From an optimization exercise on the open Yosys and OpenROAD flow, aimed at small area, a short achievable clock period and few clock cycles; shortcuts taken in it are not production practice. Function was checked by simulation only, so behaviour that the tests miss may differ from the original. Power is estimated from default activity; no workload was simulated.

==> trial 30 <==
==> flow/design.v <==
module calip_demod (
    input  wire        clk,
    input  wire        rst,           
    input  wire        s_valid,
    output wire        s_ready,
    input  wire [11:0] s_sample,      
    input  wire [31:0] s_sin,         
    input  wire [31:0] s_cos,         
    input  wire        s_last,        
    input  wire        s_upd,         
    input  wire        s_rezero,      
    input  wire [15:0] thresh,        
    input  wire [31:0] pitch,         
    input  wire        init,          
    input  wire [16:0] init_angle,    
    output reg         out_valid,
    output reg  [31:0] sum_sin,
    output reg  [31:0] sum_cos,
    output reg  [16:0] angle,
    output reg  [16:0] delta,
    output reg         advanced,
    output reg  [31:0] unwrap,
    output wire [31:0] pos_phys
);
    localparam W  = 38;               
    localparam ZW = 25;               
    reg        rdy_q;
    reg        i_v, i_last, i_upd, i_rz;
    reg [5:0]  i_neg, i_one, i_two;   
    reg        i_b6;                  
    reg [31:0] i_sin, i_cos;
    assign s_ready = rdy_q;
    reg [31:0] ms_s, ms_c;            
    reg [31:0] mc_s, mc_c;            
    reg        m_first;               
    reg        m_done;                
    reg        m_upd, m_rz;
    reg        a_idle, a_norm, a_rot, a_done;    
    reg        xfer, handoff;         
    reg [4:0]  iter;
    reg [4:0]  sq;                    
    reg [3:0]  sr;                    
    reg [31:0] s1_sin, s1_cos;
    reg        a_upd, a_rz;
    reg        x_neg, y_neg, a_zero;
    reg [W-1:0]  cx, cy;
    reg [ZW-1:0] cz;
    reg        b_busy;
    reg [4:0]  b_cnt;
    reg        b_upd, b_rz;
    reg [16:0] last_angle;
    reg        b_neg, b_one, b_two;   
    reg [34:0] p_hi;
    reg [17:0] p_lo;
    assign pos_phys = {p_hi[13:0], p_lo};
    wire a_free   = a_idle || handoff;
    wire last_it  = sq[4] && sr[3];   
    wire next_last = sq[4] && sr[2];  
    wire vin        = s_valid && rdy_q;
    wire m_done_n   = (m_done && !xfer) || (i_v && i_last);
    wire a_idle_n   = a_free && !xfer;
    wire a_rot_n    = a_norm || (a_rot && !last_it);
    wire a_done_n   = (a_rot && last_it && !handoff) || (a_done && !handoff);
    wire a_last_n   = a_rot && next_last;
    wire ov_n       = b_busy && !out_valid && (b_cnt == 5'd20);
    wire b_busy_n   = handoff || (b_busy && !out_valid);
    wire b_free_n   = !b_busy_n || ov_n;
    wire handoff_n  = (a_done_n || a_last_n) && b_free_n;
    wire a_free_n   = a_idle_n || handoff_n;
    wire xfer_n     = m_done_n && a_free_n;
    wire a_idle_nn  = a_free_n && !xfer_n;
    wire m_done_nn  = (m_done_n && !xfer_n) || (vin && s_last);
    wire rdy_n      = !(m_done_nn && !a_idle_nn);
    wire clr_acc = i_v && m_first;
    function [63:0] csa;              
        input [31:0] a, b, c;
        begin
            csa[31:0]  = a ^ b ^ c;
            csa[63:32] = {((a[30:0] & b[30:0]) | (a[30:0] & c[30:0]) | (b[30:0] & c[30:0])), 1'b0};
        end
    endfunction
    function [31:0] brow;             
        input [31:0] rf;
        input neg, one, two;
        begin
            brow = (({32{one}} & rf) | ({32{two}} & {rf[30:0], 1'b0})) ^ {32{neg}};
        end
    endfunction
    function [63:0] mac_tree;         
        input [31:0] acc_s, acc_c, rf;
        input [5:0]  neg, one, two;
        input        b6;
        reg [31:0] r [0:7];
        reg [31:0] ng;
        reg [63:0] t;
        reg [31:0] l1 [0:6];
        reg [31:0] l2 [0:4];
        reg [31:0] l3 [0:3];
        reg [31:0] l4 [0:2];
        integer j;
        begin
            for (j = 0; j < 6; j = j + 1)
                r[j] = brow(rf, neg[j], one[j], two[j]) << (2 * j);
            r[6] = (rf & {32{b6}}) << 12;
            ng   = {20'd0, 1'b0, neg[5], 1'b0, neg[4], 1'b0, neg[3],
                    1'b0, neg[2], 1'b0, neg[1], 1'b0, neg[0]};
            t = csa(r[0], r[1], r[2]); l1[0] = t[31:0]; l1[1] = t[63:32];
            t = csa(r[3], r[4], r[5]); l1[2] = t[31:0]; l1[3] = t[63:32];
            t = csa(r[6], ng, acc_s);  l1[4] = t[31:0]; l1[5] = t[63:32];
            l1[6] = acc_c;
            t = csa(l1[0], l1[1], l1[2]); l2[0] = t[31:0]; l2[1] = t[63:32];
            t = csa(l1[3], l1[4], l1[5]); l2[2] = t[31:0]; l2[3] = t[63:32];
            l2[4] = l1[6];
            t = csa(l2[0], l2[1], l2[2]); l3[0] = t[31:0]; l3[1] = t[63:32];
            l3[2] = l2[3]; l3[3] = l2[4];
            t = csa(l3[0], l3[1], l3[2]); l4[0] = t[31:0]; l4[1] = t[63:32];
            l4[2] = l3[3];
            mac_tree = csa(l4[0], l4[1], l4[2]);
        end
    endfunction
    wire [63:0] ts = mac_tree(ms_s & {32{!clr_acc}}, ms_c & {32{!clr_acc}}, i_sin,
                              i_neg, i_one, i_two, i_b6);
    wire [63:0] tc = mac_tree(mc_s & {32{!clr_acc}}, mc_c & {32{!clr_acc}}, i_cos,
                              i_neg, i_one, i_two, i_b6);
    wire [13:0] se = {1'b0, s_sample, 1'b0};
    reg  [5:0]  e_neg, e_one, e_two;
    integer q;
    always @(*) begin
        for (q = 0; q < 6; q = q + 1) begin
            e_neg[q] = vin & se[2*q+2] & ~(se[2*q+1] & se[2*q]);
            e_one[q] = vin & (se[2*q+1] ^ se[2*q]);
            e_two[q] = vin & ((se[2*q+2] & ~se[2*q+1] & ~se[2*q]) |
                              (~se[2*q+2] & se[2*q+1] & se[2*q]));
        end
    end
    wire [31:0] ax = s1_cos[31] ? (~s1_cos + 32'd1) : s1_cos;
    wire [31:0] ay = s1_sin[31] ? (~s1_sin + 32'd1) : s1_sin;
    wire [31:0] m = ax | ay;
    reg [4:0] lz;
    integer k;
    always @(*) begin
        lz = 5'd0;
        for (k = 0; k < 32; k = k + 1)
            if (m[k]) lz = 5'd31 - k[4:0];
    end
    function [ZW-1:0] atan_tab;
        input [4:0] i;
        case (i)
            5'd0:  atan_tab = 25'd2097152;
            5'd1:  atan_tab = 25'd1238021;
            5'd2:  atan_tab = 25'd654136;
            5'd3:  atan_tab = 25'd332050;
            5'd4:  atan_tab = 25'd166669;
            5'd5:  atan_tab = 25'd83416;
            5'd6:  atan_tab = 25'd41718;
            5'd7:  atan_tab = 25'd20860;
            5'd8:  atan_tab = 25'd10430;
            5'd9:  atan_tab = 25'd5215;
            5'd10: atan_tab = 25'd2608;
            5'd11: atan_tab = 25'd1304;
            5'd12: atan_tab = 25'd652;
            5'd13: atan_tab = 25'd326;
            5'd14: atan_tab = 25'd163;
            5'd15: atan_tab = 25'd81;
            5'd16: atan_tab = 25'd41;
            5'd17: atan_tab = 25'd20;
            5'd18: atan_tab = 25'd10;
            5'd19: atan_tab = 25'd5;
            default: atan_tab = 25'd0;
        endcase
    endfunction
    function [W-1:0] ashr;
        input [W-1:0] v;
        input [4:0]   cq;
        input [3:0]   fr;
        reg   [W-1:0] c;
        begin
            c = ({W{cq[0]}} & v) |
                ({W{cq[1]}} & {{4{v[W-1]}},  v[W-1:4]}) |
                ({W{cq[2]}} & {{8{v[W-1]}},  v[W-1:8]}) |
                ({W{cq[3]}} & {{12{v[W-1]}}, v[W-1:12]}) |
                ({W{cq[4]}} & {{16{v[W-1]}}, v[W-1:16]});
            ashr = ({W{fr[0]}} & c) |
                   ({W{fr[1]}} & {{1{c[W-1]}}, c[W-1:1]}) |
                   ({W{fr[2]}} & {{2{c[W-1]}}, c[W-1:2]}) |
                   ({W{fr[3]}} & {{3{c[W-1]}}, c[W-1:3]});
        end
    endfunction
    wire [W-1:0]  sx   = ashr(cx, sq, sr);
    wire [W-1:0]  sy   = ashr(cy, sq, sr);
    wire [ZW-1:0] at   = atan_tab(iter);
    wire          ypos = !cy[W-1];
    wire          zadd = ypos ^ x_neg ^ y_neg;
    wire [W:0]    cx_t = {cx, 1'b1} + {sy ^ {W{!ypos}}, !ypos};
    wire [W:0]    cy_t = {cy, 1'b1} + {sx ^ {W{ypos}}, ypos};
    wire [ZW:0]   cz_t = {cz, 1'b1} + {at ^ {ZW{!zadd}}, !zadd};
    wire [W-1:0]  cx_n = cx_t[W:1];
    wire [W-1:0]  cy_n = cy_t[W:1];
    wire [ZW-1:0] cz_n = cz_t[ZW:1];
    wire          xn0 = s1_cos[31], yn0 = s1_sin[31];
    wire [ZW-1:0] z_init = (xn0 == yn0) ? (yn0 ? 25'h1800080 : 25'h0000080)
                                         : (yn0 ? 25'h0000080 : 25'h0800080);
    wire [ZW-1:0] cz_f = a_rot ? cz_n : cz;    
    wire [16:0] a_raw = cz_f[24:8];
    wire [16:0] a_fix = a_zero ? 17'd0 :
                        (a_raw == 17'h18000) ? 17'h08000 : a_raw;
    wire signed [17:0] d0 = {angle[16], angle} - {last_angle[16], last_angle};
    wire signed [17:0] dw = (d0 >  18'sd32768) ? d0 - 18'sd65536 :
                            (d0 < -18'sd32768) ? d0 + 18'sd65536 : d0;
    wire               d_big = ($signed(delta) > $signed({1'b0, thresh})) ||
                               ($signed(delta) < -$signed({1'b0, thresh}));
    wire [4:0]  nstep = b_cnt - 5'd3;
    wire [34:0] pe    = {2'b00, pitch, 1'b0};
    wire [2:0]  bd_n  = pe[{nstep, 1'b0} +: 3];
    wire [34:0] pmag  = ({35{b_one}} & {{3{unwrap[31]}}, unwrap}) |
                        ({35{b_two}} & {{2{unwrap[31]}}, unwrap, 1'b0});
    wire [35:0] ps_t  = {p_hi, 1'b1} + {pmag ^ {35{b_neg}}, b_neg};
    wire [34:0] psum  = ps_t[35:1];
    always @(posedge clk) begin
        i_neg  <= e_neg;
        i_one  <= e_one;
        i_two  <= e_two;
        i_b6   <= vin & s_sample[11];
        i_sin  <= s_sin;
        i_cos  <= s_cos;
        i_last <= s_last;
        i_upd  <= s_upd;
        i_rz   <= s_rezero;
        ms_s <= ts[31:0];
        ms_c <= ts[63:32];
        mc_s <= tc[31:0];
        mc_c <= tc[63:32];
        if (i_v) m_first <= i_last;
        if (i_v && i_last) begin
            m_upd <= i_upd;
            m_rz  <= i_rz;
        end
        if (xfer) begin
            s1_sin <= ms_s + ms_c;
            s1_cos <= mc_s + mc_c;
            a_upd  <= m_upd;
            a_rz   <= m_rz;
        end
        if (a_norm) begin
            cx <= {3'b000, ax << lz, 3'b000};
            cy <= {3'b000, ay << lz, 3'b000};
        end else begin
            cx <= cx_n;
            cy <= cy_n;
        end
        if (a_norm) begin
            x_neg  <= xn0;
            y_neg  <= yn0;
            a_zero <= (m == 32'd0);
            cz     <= z_init;
            iter   <= 5'd0;
            sq     <= 5'b00001;
            sr     <= 4'b0001;
        end else if (a_rot) begin
            cz   <= cz_n;
            iter <= iter + 5'd1;
            sr   <= {sr[2:0], sr[3]};
            if (sr[3]) sq <= {sq[3:0], 1'b0};
        end
        if (handoff) begin
            sum_sin <= s1_sin;
            sum_cos <= s1_cos;
            angle   <= a_fix;
            b_upd   <= a_upd;
            b_rz    <= a_rz;
        end
        b_neg   <= bd_n[2] & ~(bd_n[1] & bd_n[0]);
        b_one   <= bd_n[1] ^ bd_n[0];
        b_two   <= (bd_n[2] & ~bd_n[1] & ~bd_n[0]) | (~bd_n[2] & bd_n[1] & bd_n[0]);
        p_hi <= (b_cnt == 5'd3) ? 35'd0 : {{2{psum[34]}}, psum[34:2]};
        p_lo <= {psum[1:0], p_lo[17:2]};
        if (rst) begin
            rdy_q      <= 1'b1;
            i_v        <= 1'b0;
            m_first    <= 1'b1;
            m_done     <= 1'b0;
            a_idle     <= 1'b1;
            a_norm     <= 1'b0;
            a_rot      <= 1'b0;
            a_done     <= 1'b0;
            xfer       <= 1'b0;
            handoff    <= 1'b0;
            b_busy     <= 1'b0;
            b_cnt      <= 5'd0;
            out_valid  <= 1'b0;
            last_angle <= 17'd0;
            unwrap     <= 32'd0;
            delta      <= 17'd0;
            advanced   <= 1'b0;
        end else begin
            rdy_q  <= rdy_n;
            i_v    <= vin;
            m_done <= m_done_n;
            xfer    <= xfer_n;
            handoff <= handoff_n;
            a_idle  <= a_idle_n;
            a_norm  <= xfer;
            a_rot   <= a_rot_n;
            a_done  <= a_done_n;
            out_valid <= ov_n;
            if (handoff) begin
                b_busy <= 1'b1;
                b_cnt  <= 5'd1;
            end else if (b_busy && !out_valid) begin
                b_cnt <= b_cnt + 5'd1;
            end else if (out_valid) begin
                b_busy <= 1'b0;
                b_cnt  <= 5'd0;
            end
            if (b_cnt == 5'd1 && b_upd)
                delta <= dw[16:0];
            if (b_cnt == 5'd2 && b_upd)
                advanced <= d_big;
            if (b_cnt == 5'd3) begin
                if (b_upd && advanced)
                    last_angle <= angle;
                if (b_rz)
                    unwrap <= 32'd0;
                else if (b_upd && advanced)
                    unwrap <= unwrap + {{15{delta[16]}}, delta};
            end
            if (init) begin
                last_angle <= init_angle;
                unwrap     <= 32'd0;
                delta      <= 17'd0;
                advanced   <= 1'b0;
            end
        end
    end
endmodule
==> flow/flow/run.sh <==
#!/bin/bash
set -euo pipefail
export SETUP_SLACK_MARGIN=8
bash standard.sh finish > standard_flow.log 2>&1
==> flow/standard.sh <==
#!/bin/bash
# synth_recipe.tcl (not shown) runs the flow's synth.tcl, then flattens the netlist and writes it again
# the make line also repeats each setting of config.mk as NAME=value (left out here)
make -C /OpenROAD-flow-scripts/flow DESIGN_CONFIG=/design/flow/config.mk WORK_HOME=/design/flow/orfs CLKGATE_MAP_FILE= SYNTH_SCRIPT=/design/flow/synth_recipe.tcl "${@:-finish}"
==> flow/config.mk <==
export PLATFORM = sky130hd
export DESIGN_NAME = calip_demod
export DESIGN_NICKNAME = calip_demod
export VERILOG_FILES = /design/flow/design.v
export SDC_FILE = /design/flow/constraint.sdc
export NUM_CORES = 4
export LEC_CHECK = 0
export CAP_MARGIN = 20
export CORE_MARGIN = 2
export CORE_UTILIZATION = 40
export PLACE_DENSITY = 0.6
export SLEW_MARGIN = 20
==> flow/constraint.sdc <==
create_clock -name core_clock -period 12.0 [get_ports {clk}]
set_input_delay 2.4000 -clock core_clock [delete_from_list [all_inputs] [get_ports {clk}]]
set_output_delay 2.4000 -clock core_clock [all_outputs]
set_load 0.01 [all_outputs]
==> build 83: changes against trial 30 <==
--- a/flow/design.v
+++ b/flow/design.v
@@ -35,7 +35,7 @@
     reg        m_first;               
     reg        m_done;                
     reg        m_upd, m_rz;
-    reg        a_idle, a_norm, a_rot, a_done;    
+    reg        a_idle, a_abs, a_norm, a_rot, a_done;    
     reg        xfer, handoff;         
     reg [4:0]  iter;
     reg [4:0]  sq;                    
@@ -49,23 +49,24 @@
     reg [4:0]  b_cnt;
     reg        b_upd, b_rz;
     reg [16:0] last_angle;
-    reg        b_neg, b_one, b_two;   
+    reg [16:0] dq;
+    reg        advq;
+    reg [31:0] pitch_q;
+    reg [2:0]  bd;                    
     reg [34:0] p_hi;
-    reg [17:0] p_lo;
-    assign pos_phys = {p_hi[13:0], p_lo};
+    reg [15:0] p_lo;
+    assign pos_phys = {p_hi[15:0], p_lo};
     wire a_free   = a_idle || handoff;
     wire last_it  = sq[4] && sr[3];   
-    wire next_last = sq[4] && sr[2];  
     wire vin        = s_valid && rdy_q;
     wire m_done_n   = (m_done && !xfer) || (i_v && i_last);
     wire a_idle_n   = a_free && !xfer;
     wire a_rot_n    = a_norm || (a_rot && !last_it);
-    wire a_done_n   = (a_rot && last_it && !handoff) || (a_done && !handoff);
-    wire a_last_n   = a_rot && next_last;
-    wire ov_n       = b_busy && !out_valid && (b_cnt == 5'd20);
+    wire a_done_n   = (a_rot && last_it) || (a_done && !handoff);
+    wire ov_n       = b_busy && !out_valid && (b_cnt == 5'd19);
     wire b_busy_n   = handoff || (b_busy && !out_valid);
     wire b_free_n   = !b_busy_n || ov_n;
-    wire handoff_n  = (a_done_n || a_last_n) && b_free_n;
+    wire handoff_n  = a_done_n && b_free_n;
     wire a_free_n   = a_idle_n || handoff_n;
     wire xfer_n     = m_done_n && a_free_n;
     wire a_idle_nn  = a_free_n && !xfer_n;
@@ -135,7 +136,7 @@
     end
     wire [31:0] ax = s1_cos[31] ? (~s1_cos + 32'd1) : s1_cos;
     wire [31:0] ay = s1_sin[31] ? (~s1_sin + 32'd1) : s1_sin;
-    wire [31:0] m = ax | ay;
+    wire [31:0] m = cx[34:3] | cy[34:3];
     reg [4:0] lz;
     integer k;
     always @(*) begin
@@ -191,31 +192,28 @@
     wire [ZW-1:0] at   = atan_tab(iter);
     wire          ypos = !cy[W-1];
     wire          zadd = ypos ^ x_neg ^ y_neg;
-    wire [W:0]    cx_t = {cx, 1'b1} + {sy ^ {W{!ypos}}, !ypos};
-    wire [W:0]    cy_t = {cy, 1'b1} + {sx ^ {W{ypos}}, ypos};
-    wire [ZW:0]   cz_t = {cz, 1'b1} + {at ^ {ZW{!zadd}}, !zadd};
-    wire [W-1:0]  cx_n = cx_t[W:1];
-    wire [W-1:0]  cy_n = cy_t[W:1];
-    wire [ZW-1:0] cz_n = cz_t[ZW:1];
-    wire          xn0 = s1_cos[31], yn0 = s1_sin[31];
-    wire [ZW-1:0] z_init = (xn0 == yn0) ? (yn0 ? 25'h1800080 : 25'h0000080)
-                                         : (yn0 ? 25'h0000080 : 25'h0800080);
-    wire [ZW-1:0] cz_f = a_rot ? cz_n : cz;    
-    wire [16:0] a_raw = cz_f[24:8];
+    wire [W-1:0]  cx_n = cx + (sy ^ {W{!ypos}}) + {{(W-1){1'b0}}, !ypos};
+    wire [W-1:0]  cy_n = cy + (sx ^ {W{ypos}})  + {{(W-1){1'b0}}, ypos};
+    wire [ZW-1:0] cz_n = cz + (at ^ {ZW{!zadd}}) + {{(ZW-1){1'b0}}, !zadd};
+    wire [ZW-1:0] z_init = (x_neg == y_neg) ? (y_neg ? 25'h1800080 : 25'h0000080)
+                                             : (y_neg ? 25'h0000080 : 25'h0800080);
+    wire [16:0] a_raw = cz[24:8];
     wire [16:0] a_fix = a_zero ? 17'd0 :
                         (a_raw == 17'h18000) ? 17'h08000 : a_raw;
     wire signed [17:0] d0 = {angle[16], angle} - {last_angle[16], last_angle};
     wire signed [17:0] dw = (d0 >  18'sd32768) ? d0 - 18'sd65536 :
                             (d0 < -18'sd32768) ? d0 + 18'sd65536 : d0;
-    wire               d_big = ($signed(delta) > $signed({1'b0, thresh})) ||
-                               ($signed(delta) < -$signed({1'b0, thresh}));
-    wire [4:0]  nstep = b_cnt - 5'd3;
-    wire [34:0] pe    = {2'b00, pitch, 1'b0};
-    wire [2:0]  bd_n  = pe[{nstep, 1'b0} +: 3];
-    wire [34:0] pmag  = ({35{b_one}} & {{3{unwrap[31]}}, unwrap}) |
-                        ({35{b_two}} & {{2{unwrap[31]}}, unwrap, 1'b0});
-    wire [35:0] ps_t  = {p_hi, 1'b1} + {pmag ^ {35{b_neg}}, b_neg};
-    wire [34:0] psum  = ps_t[35:1];
+    wire        [16:0] dmag = dq[16] ? (~dq + 17'd1) : dq;
+    wire [3:0]  nstep = b_cnt - 5'd3;
+    wire [32:0] ue    = {unwrap, 1'b0};
+    wire [1:0]  un_lo = b_rz ? 2'd0 :
+                        (b_upd && advq) ? unwrap[1:0] + dq[1:0] : unwrap[1:0];
+    wire [2:0]  bd_n  = (b_cnt == 5'd3) ? {un_lo, 1'b0} : ue[{nstep, 1'b0} +: 3];
+    wire        b_neg = bd[2] & ~(bd[1] & bd[0]);
+    wire        b_one = bd[1] ^ bd[0];
+    wire        b_two = (bd[2] & ~bd[1] & ~bd[0]) | (~bd[2] & bd[1] & bd[0]);
+    wire [34:0] pmag  = ({35{b_one}} & {3'b000, pitch_q}) | ({35{b_two}} & {2'b00, pitch_q, 1'b0});
+    wire [34:0] psum  = p_hi + (pmag ^ {35{b_neg}}) + {34'd0, b_neg};
     always @(posedge clk) begin
         i_neg  <= e_neg;
         i_one  <= e_one;
@@ -241,16 +239,21 @@
             a_upd  <= m_upd;
             a_rz   <= m_rz;
         end
-        if (a_norm) begin
-            cx <= {3'b000, ax << lz, 3'b000};
-            cy <= {3'b000, ay << lz, 3'b000};
+        if (a_abs) begin
+            cx <= {3'b000, ax, 3'b000};
+            cy <= {3'b000, ay, 3'b000};
+        end else if (a_norm) begin
+            cx <= cx << lz;
+            cy <= cy << lz;
         end else begin
             cx <= cx_n;
             cy <= cy_n;
         end
+        if (a_abs) begin
+            x_neg  <= s1_cos[31];
+            y_neg  <= s1_sin[31];
+        end
         if (a_norm) begin
-            x_neg  <= xn0;
-            y_neg  <= yn0;
             a_zero <= (m == 32'd0);
             cz     <= z_init;
             iter   <= 5'd0;
@@ -269,17 +272,19 @@
             b_upd   <= a_upd;
             b_rz    <= a_rz;
         end
-        b_neg   <= bd_n[2] & ~(bd_n[1] & bd_n[0]);
-        b_one   <= bd_n[1] ^ bd_n[0];
-        b_two   <= (bd_n[2] & ~bd_n[1] & ~bd_n[0]) | (~bd_n[2] & bd_n[1] & bd_n[0]);
+        pitch_q <= pitch;
+        bd      <= bd_n;
+        dq   <= dw[16:0];                        
+        advq <= (dmag > {1'b0, thresh});         
         p_hi <= (b_cnt == 5'd3) ? 35'd0 : {{2{psum[34]}}, psum[34:2]};
-        p_lo <= {psum[1:0], p_lo[17:2]};
+        p_lo <= {psum[1:0], p_lo[15:2]};
         if (rst) begin
             rdy_q      <= 1'b1;
             i_v        <= 1'b0;
             m_first    <= 1'b1;
             m_done     <= 1'b0;
             a_idle     <= 1'b1;
+            a_abs      <= 1'b0;
             a_norm     <= 1'b0;
             a_rot      <= 1'b0;
             a_done     <= 1'b0;
@@ -299,7 +304,8 @@
             xfer    <= xfer_n;
             handoff <= handoff_n;
             a_idle  <= a_idle_n;
-            a_norm  <= xfer;
+            a_abs   <= xfer;
+            a_norm  <= a_abs;
             a_rot   <= a_rot_n;
             a_done  <= a_done_n;
             out_valid <= ov_n;
@@ -312,17 +318,16 @@
                 b_busy <= 1'b0;
                 b_cnt  <= 5'd0;
             end
-            if (b_cnt == 5'd1 && b_upd)
-                delta <= dw[16:0];
-            if (b_cnt == 5'd2 && b_upd)
-                advanced <= d_big;
             if (b_cnt == 5'd3) begin
-                if (b_upd && advanced)
-                    last_angle <= angle;
+                if (b_upd) begin
+                    delta    <= dq;
+                    advanced <= advq;
+                    if (advq) last_angle <= angle;
+                end
                 if (b_rz)
                     unwrap <= 32'd0;
-                else if (b_upd && advanced)
-                    unwrap <= unwrap + {{15{delta[16]}}, delta};
+                else if (b_upd && advq)
+                    unwrap <= unwrap + {{15{dq[16]}}, dq};
             end
             if (init) begin
                 last_angle <= init_angle;
==> trial 43: changes against trial 30 <==
--- a/flow/design.v
+++ b/flow/design.v
@@ -35,7 +35,7 @@
     reg        m_first;               
     reg        m_done;                
     reg        m_upd, m_rz;
-    reg        a_idle, a_norm, a_rot, a_done;    
+    reg        a_idle, a_abs, a_norm, a_rot, a_done;    
     reg        xfer, handoff;         
     reg [4:0]  iter;
     reg [4:0]  sq;                    
@@ -55,17 +55,15 @@
     assign pos_phys = {p_hi[13:0], p_lo};
     wire a_free   = a_idle || handoff;
     wire last_it  = sq[4] && sr[3];   
-    wire next_last = sq[4] && sr[2];  
     wire vin        = s_valid && rdy_q;
     wire m_done_n   = (m_done && !xfer) || (i_v && i_last);
     wire a_idle_n   = a_free && !xfer;
     wire a_rot_n    = a_norm || (a_rot && !last_it);
-    wire a_done_n   = (a_rot && last_it && !handoff) || (a_done && !handoff);
-    wire a_last_n   = a_rot && next_last;
+    wire a_done_n   = (a_rot && last_it) || (a_done && !handoff);
     wire ov_n       = b_busy && !out_valid && (b_cnt == 5'd20);
     wire b_busy_n   = handoff || (b_busy && !out_valid);
     wire b_free_n   = !b_busy_n || ov_n;
-    wire handoff_n  = (a_done_n || a_last_n) && b_free_n;
+    wire handoff_n  = a_done_n && b_free_n;
     wire a_free_n   = a_idle_n || handoff_n;
     wire xfer_n     = m_done_n && a_free_n;
     wire a_idle_nn  = a_free_n && !xfer_n;
@@ -135,7 +133,7 @@
     end
     wire [31:0] ax = s1_cos[31] ? (~s1_cos + 32'd1) : s1_cos;
     wire [31:0] ay = s1_sin[31] ? (~s1_sin + 32'd1) : s1_sin;
-    wire [31:0] m = ax | ay;
+    wire [31:0] m = cx[34:3] | cy[34:3];
     reg [4:0] lz;
     integer k;
     always @(*) begin
@@ -197,18 +195,15 @@
     wire [W-1:0]  cx_n = cx_t[W:1];
     wire [W-1:0]  cy_n = cy_t[W:1];
     wire [ZW-1:0] cz_n = cz_t[ZW:1];
-    wire          xn0 = s1_cos[31], yn0 = s1_sin[31];
-    wire [ZW-1:0] z_init = (xn0 == yn0) ? (yn0 ? 25'h1800080 : 25'h0000080)
-                                         : (yn0 ? 25'h0000080 : 25'h0800080);
-    wire [ZW-1:0] cz_f = a_rot ? cz_n : cz;    
-    wire [16:0] a_raw = cz_f[24:8];
+    wire [ZW-1:0] z_init = (x_neg == y_neg) ? (y_neg ? 25'h1800080 : 25'h0000080)
+                                             : (y_neg ? 25'h0000080 : 25'h0800080);
+    wire [16:0] a_raw = cz[24:8];
     wire [16:0] a_fix = a_zero ? 17'd0 :
                         (a_raw == 17'h18000) ? 17'h08000 : a_raw;
     wire signed [17:0] d0 = {angle[16], angle} - {last_angle[16], last_angle};
     wire signed [17:0] dw = (d0 >  18'sd32768) ? d0 - 18'sd65536 :
                             (d0 < -18'sd32768) ? d0 + 18'sd65536 : d0;
-    wire               d_big = ($signed(delta) > $signed({1'b0, thresh})) ||
-                               ($signed(delta) < -$signed({1'b0, thresh}));
+    wire        [16:0] dmag = delta[16] ? (~delta + 17'd1) : delta;
     wire [4:0]  nstep = b_cnt - 5'd3;
     wire [34:0] pe    = {2'b00, pitch, 1'b0};
     wire [2:0]  bd_n  = pe[{nstep, 1'b0} +: 3];
@@ -241,16 +236,21 @@
             a_upd  <= m_upd;
             a_rz   <= m_rz;
         end
-        if (a_norm) begin
-            cx <= {3'b000, ax << lz, 3'b000};
-            cy <= {3'b000, ay << lz, 3'b000};
+        if (a_abs) begin
+            cx <= {3'b000, ax, 3'b000};
+            cy <= {3'b000, ay, 3'b000};
+        end else if (a_norm) begin
+            cx <= cx << lz;
+            cy <= cy << lz;
         end else begin
             cx <= cx_n;
             cy <= cy_n;
         end
+        if (a_abs) begin
+            x_neg  <= s1_cos[31];
+            y_neg  <= s1_sin[31];
+        end
         if (a_norm) begin
-            x_neg  <= xn0;
-            y_neg  <= yn0;
             a_zero <= (m == 32'd0);
             cz     <= z_init;
             iter   <= 5'd0;
@@ -280,6 +280,7 @@
             m_first    <= 1'b1;
             m_done     <= 1'b0;
             a_idle     <= 1'b1;
+            a_abs      <= 1'b0;
             a_norm     <= 1'b0;
             a_rot      <= 1'b0;
             a_done     <= 1'b0;
@@ -299,7 +300,8 @@
             xfer    <= xfer_n;
             handoff <= handoff_n;
             a_idle  <= a_idle_n;
-            a_norm  <= xfer;
+            a_abs   <= xfer;
+            a_norm  <= a_abs;
             a_rot   <= a_rot_n;
             a_done  <= a_done_n;
             out_valid <= ov_n;
@@ -315,7 +317,7 @@
             if (b_cnt == 5'd1 && b_upd)
                 delta <= dw[16:0];
             if (b_cnt == 5'd2 && b_upd)
-                advanced <= d_big;
+                advanced <= (dmag > {1'b0, thresh});
             if (b_cnt == 5'd3) begin
                 if (b_upd && advanced)
                     last_angle <= angle;
CORE_UTILIZATION = 60   (was 40)
PLACE_DENSITY = 0.72   (was 0.6)
TNS_END_PERCENT = 10   (was unset)
==> impl_summary.log <==
INFO  metric status = no timing/DRC/antenna violations
INFO  metric synth_mux_area_share = 3.70%
INFO  metric power_frac_clock = 12.6%
INFO  metric crit_path_cell_trace = nor4_4 > buf_4 > buf_4 > a41oi_1 > xnor2_1 > nand3_1 > nor3_1 > a21oi_1 > a221oi_4 > a2bb2oi_4 > a31oi_4 > buf_12 > buf_6 > buf_16 > buf_12 > buf_12 > mux2i_4 > a211oi_2 > a31oi_4 > o22ai_2 > a221o_1 > a21oi_2
INFO  metric sequentialPower = 3.80 mW
the above is filed under trial 30

==> impl_summary.log <==
INFO  metric status = no timing/DRC/antenna violations
INFO  metric sequentialPower = 3.97 mW
INFO  metric power_frac_clock = 12.9%
INFO  metric crit_path_cell_trace = buf_12 > a222oi_1 > a21boi_1 > a2111oi_4 > xnor2_1 > ha_1 > a21o_1 > a21oi_2 > o211ai_1 > a31o_1 > a211o_1 > a31o_4 > a31oi_4 > o211ai_1 > nand3_1 > a31oi_1 > xnor2_1 > a211o_1
INFO  metric synth_mux_area_share = 4.40%
INFO  metric worst-path-max-fanout = 26
INFO  metric total_negative_setup_slacks = 0 ns
the above is filed under trial 43

==> impl_summary.log <==
INFO  metric dpl_cell_area = 62,400 um^2
INFO  metric crit_path_cell_trace = buf_4 > buf_16 > a222oi_1 > nand2_1 > a22o_1 > a221oi_1 > xnor2_1 > ha_1 > and3_2 > a311oi_2 > nand3_1 > o211ai_1 > a31oi_2 > o21a_1 > a21o_1 > a21oi_1 > xor2_1 > o221a_2 > a21oi_1
INFO  metric fin_worst_skew = 0.0290 ns
INFO  metric post-route-util = 47.8%
INFO  metric status = no timing/DRC/antenna violations
INFO  metric synth_mux_area_share = 4.45%
INFO  metric required = 12.55 ns
INFO  metric power_frac_clock = 13.3%
INFO  metric nonClockInverterCount = 549
the above is filed under build 83

Testbench counts of trial 30, summed over its fixed seeds: cycles 37,114.
Testbench counts of build 83, summed over its fixed seeds: cycles 37,394.
Testbench counts of trial 43, summed over its fixed seeds: cycles 37,402.

port drivers added, routing unchanged:
How much do the figures lean on ideal ports? The routed layouts below were timed once more, with nothing changed but the port constraints. Step 1 sets driving cells, clkbuf_16 on the clock port and buf_2 on the other inputs (assumed; they add their load-dependent delay and slew). Step 2, shift: input delay + t, output delay - t, t = (earliest + latest rising clock arrival at the registers) / 2. This alone moves slack from input paths to output paths. a / b / c = no drivers / after step 1 / after step 2; a / b = the first two.
| run | t, ns | slack for setup (ns) | hold slack, ns | clock arrival spread, ns |
|---|---|---|---|---|
| trial 30 | 0.760 | 6.929 / 6.929 / 6.929 | 0.340 / 0.340 / 0.340 | 0.026 / 0.027 |
| build 83 | 0.772 | 7.198 / 7.198 / 7.198 | 0.344 / 0.344 / 0.344 | 0.031 / 0.031 |
| trial 43 | 0.726 | 7.369 / 7.369 / 7.209 | 0.345 / 0.345 / 0.345 | 0.032 / 0.032 |
After both steps every run listed still meets setup and hold. The setup slack of trial 43, which loses most, moves by 0.000 ns with the drivers and by -0.160 ns with both steps.
